What follows belongs to an exercise in optimizing a design on an open flow for a short achievable clock period and few clock cycles per item; a production flow would make more cautious choices.
In this exercise RTL edits were held to simulation tests only and were not proved equivalent to the original.
Power is estimated from default activity; no workload was simulated.

== green ==
Design fxd, start of the top module:
module fxd #(
    parameter W  = 32,           
    parameter K  = 6,            
    parameter EW = 8             
) (
    input  wire            clk,
    input  wire            rst,
    input  wire            cmd_valid,
    input  wire [W+6:0]    cmd_word,
    output wire            cmd_ready,
    output wire            busy,
    output wire            done,
    output wire [1:0]      result,
    output wire [7:0]      ocount,
    output wire [EW-1:0]   errcode,
    output wire [16+EW-1:0] status,
    output wire            out_valid,
    output wire [7:0]      out_byte,
    output wire [1:0]      out_seg,
    output wire            out_seg_last,
    output wire            out_end,
    input  wire            snk_ready,
    input  wire            snk_err,
    input  wire [EW-1:0]   snk_code
);
Size: roughly 4900 cells after synthesis, roughly 110 I/O pins.
export LEC_CHECK = 0
export CAP_MARGIN = 20
export CORE_MARGIN = 2
export CORE_UTILIZATION = 40
export SLEW_MARGIN = 20
create_clock -name core_clock -period 17.0 [get_ports {clk}]
standard.sh (not shown) runs the stock make flow with config.mk's settings and CLKGATE_MAP_FILE= SYNTH_SCRIPT=/design/flow/synth_recipe.tcl, a recipe that flattens the netlist after the stock synthesis.
==> flow/flow/run.sh <==
#!/bin/bash
# Own layout flow: the standard ORFS flow (standard synthesis, same
# constraints and clock period), with timing repair asked to leave extra
# setup slack so that the layout is optimised below the clock period.
set -euo pipefail
MARGIN=$(cat flow/margin.txt)
bash standard.sh SETUP_SLACK_MARGIN=$MARGIN TNS_END_PERCENT=100 finish > standard_flow.log 2>&1
==> flow/flow/margin.txt <==
12.6
Testbench counts of green, summed over its fixed seeds: cycles 393,464, items 32,000.
#### Input delta (blue over green)
diff --git a/flow/design.v b/flow/design.v
--- a/flow/design.v
+++ b/flow/design.v
@@ -176,55 +176,54 @@
     wire [3:0]   fr_dig  = {1'b0, fr_x[W-1:W-3]} + {3'b000, fr_x[W-1]} + {3'b000, fr_pl[W]};
     wire [W:0]   fr_nx   = addp({fa_q[W-4:0], 3'b000}, {fa_q[W-2:0], 1'b0}, 1'b0);
     wire [W-1:0] fr_next = fr_nx[W-1:0];
     wire         fr_last = (fa_q[W-2:0] == 0) || (fc_q == K - 1);
     wire [W:0]   fa_init = addp(fax_q, fu_q, 1'b0);
     reg        pv;
     reg [11:0] pr;
     always @(*) begin
         pv = 1'b0;
         pr = 12'd0;
         case (ph_q)
-            P_S1:   begin pv = s1_pos[0]; pr = {4'h3, s1_ip[3:0], 2'd1, 1'b1, 1'b0}; end
             P_INT:  begin pv = 1'b1; pr = {4'h3, in_dig, 2'd1, in_last, 1'b0}; end
             P_PT:   begin pv = 1'b1; pr = {8'h2E, 2'd2, 1'b1, 1'b0}; end
             P_FRAC: begin pv = 1'b1; pr = {4'h3, fr_dig, 2'd3, fr_last, fr_last}; end
             default: ;
         endcase
     end
     wire adv = ~sv_q;
     always @(posedge clk) begin
         if (rst)
             ph_q <= P_END;
         else if (rdy_q)
             ph_q <= P_S1;
         else if (adv) begin
             case (ph_q)
-                P_S1:   ph_q <= s1_pos[0] ? P_PT : P_INT;
+                P_S1:   ph_q <= P_INT;
                 P_INT:  if (in_last) ph_q <= P_PT;
                 P_PT:   ph_q <= P_FRAC;
                 P_FRAC: if (fr_last) ph_q <= P_END;
                 default: ;
             endcase
         end
     end
     integer g;
     always @(posedge clk) begin
         if (rdy_q) begin
             x_q   <= cmd_word[W-1:0] ^ {W{cmd_neg}};
             fb_q  <= cmd_word[W+5:W];
             for (g = 0; g <= W; g = g + 1) fh_q[g] <= (cmd_word[W+5:W] == g);
             for (g = 0; g < W; g = g + 1)  tm_q[g] <= (cmd_word[W+5:W] > g);
             neg_q <= cmd_neg;
         end
-        if (ph_q == P_INT || ph_q == P_PT)
+        if (ph_q == P_INT)
             fa_q <= fa_init[W-1:0];
         if (!rdy_q && adv) begin
             case (ph_q)
                 P_S1: begin
                     fax_q <= s1_fax;
                     fu_q  <= s1_u;
                     fk_q  <= s1_fk;
                     rem_q <= s1_ip;
                     k_q   <= s1_pos;
                     cbig_q <= {5{s1_pos[9]}};
                     for (g = 1; g < 10; g = g + 1) cj_q[g] <= s1_cj[g];
## What came out
- In blue, final worst-path setup slack is lower than in green.
- Looking at synthesized area across blue and green, the one that comes out lower is blue.
- [compare] base=green new=blue: number of clock buffer instances in the layout decreased by 1.5% relative to the old numbers; core utilization saw an increase; sequential share of cell area was more or less identical.
- Between green and blue, the cell count went down.
- blue vs green, layout-stage area growth over the synthesis result went up by 1.6 points.
- Buffer count from post-CTS setup fixing (lower): green
- Compared green against blue; power dissipated in the clock network within noise.
- green reports its top routing layer in use as met4 while blue reports met5.
- Re clock period minus worst slack: blue is 13 ps up on green.
- From green to blue the numbers moved as follows: later-pin clock latency in the skew report increased 20 ps; detailed-route wire length now sits lower.
- Comparing blue and green, the lower area of the die is on blue.
Testbench counts of blue, summed over its fixed seeds: cycles 405,384, items 32,000.

[separate check: timing with driven ports]
The results above use ideal ports. As a check the final layouts listed here were re-extracted and re-timed, cells and wires unchanged.
Step 1 sets driving cells, clkbuf_16 on the clock port and buf_2 on the other inputs (assumed; they add their load-dependent delay and slew).
Step 2 times the ports against the registers' clock, not the clock port: input delays grow and output delays shrink by t, the midpoint of the rising clock arrivals with the driver on.
a / b / c = ideal ports / drivers / drivers and shift; a / b = the first two.
| run | t (ns) | slack for setup (ns) | hold slack, ns | worst register clock-pin slew, ns | cell pins on the clock port's net |
|---|---|---|---|---|---|
| green | 0.678 | 12.492 / 12.422 / 12.076 | 0.452 / 0.452 / 0.452 | 0.08 / 0.08 | 1 |
| blue | 0.697 | 12.479 / 12.404 / 12.093 | 0.453 / 0.453 / 0.453 | 0.07 / 0.07 | 1 |
After both steps setup and hold are still met in every run listed. For green, which loses most, drivers alone change the setup slack by -0.070 ns; drivers and shift together by -0.416 ns.
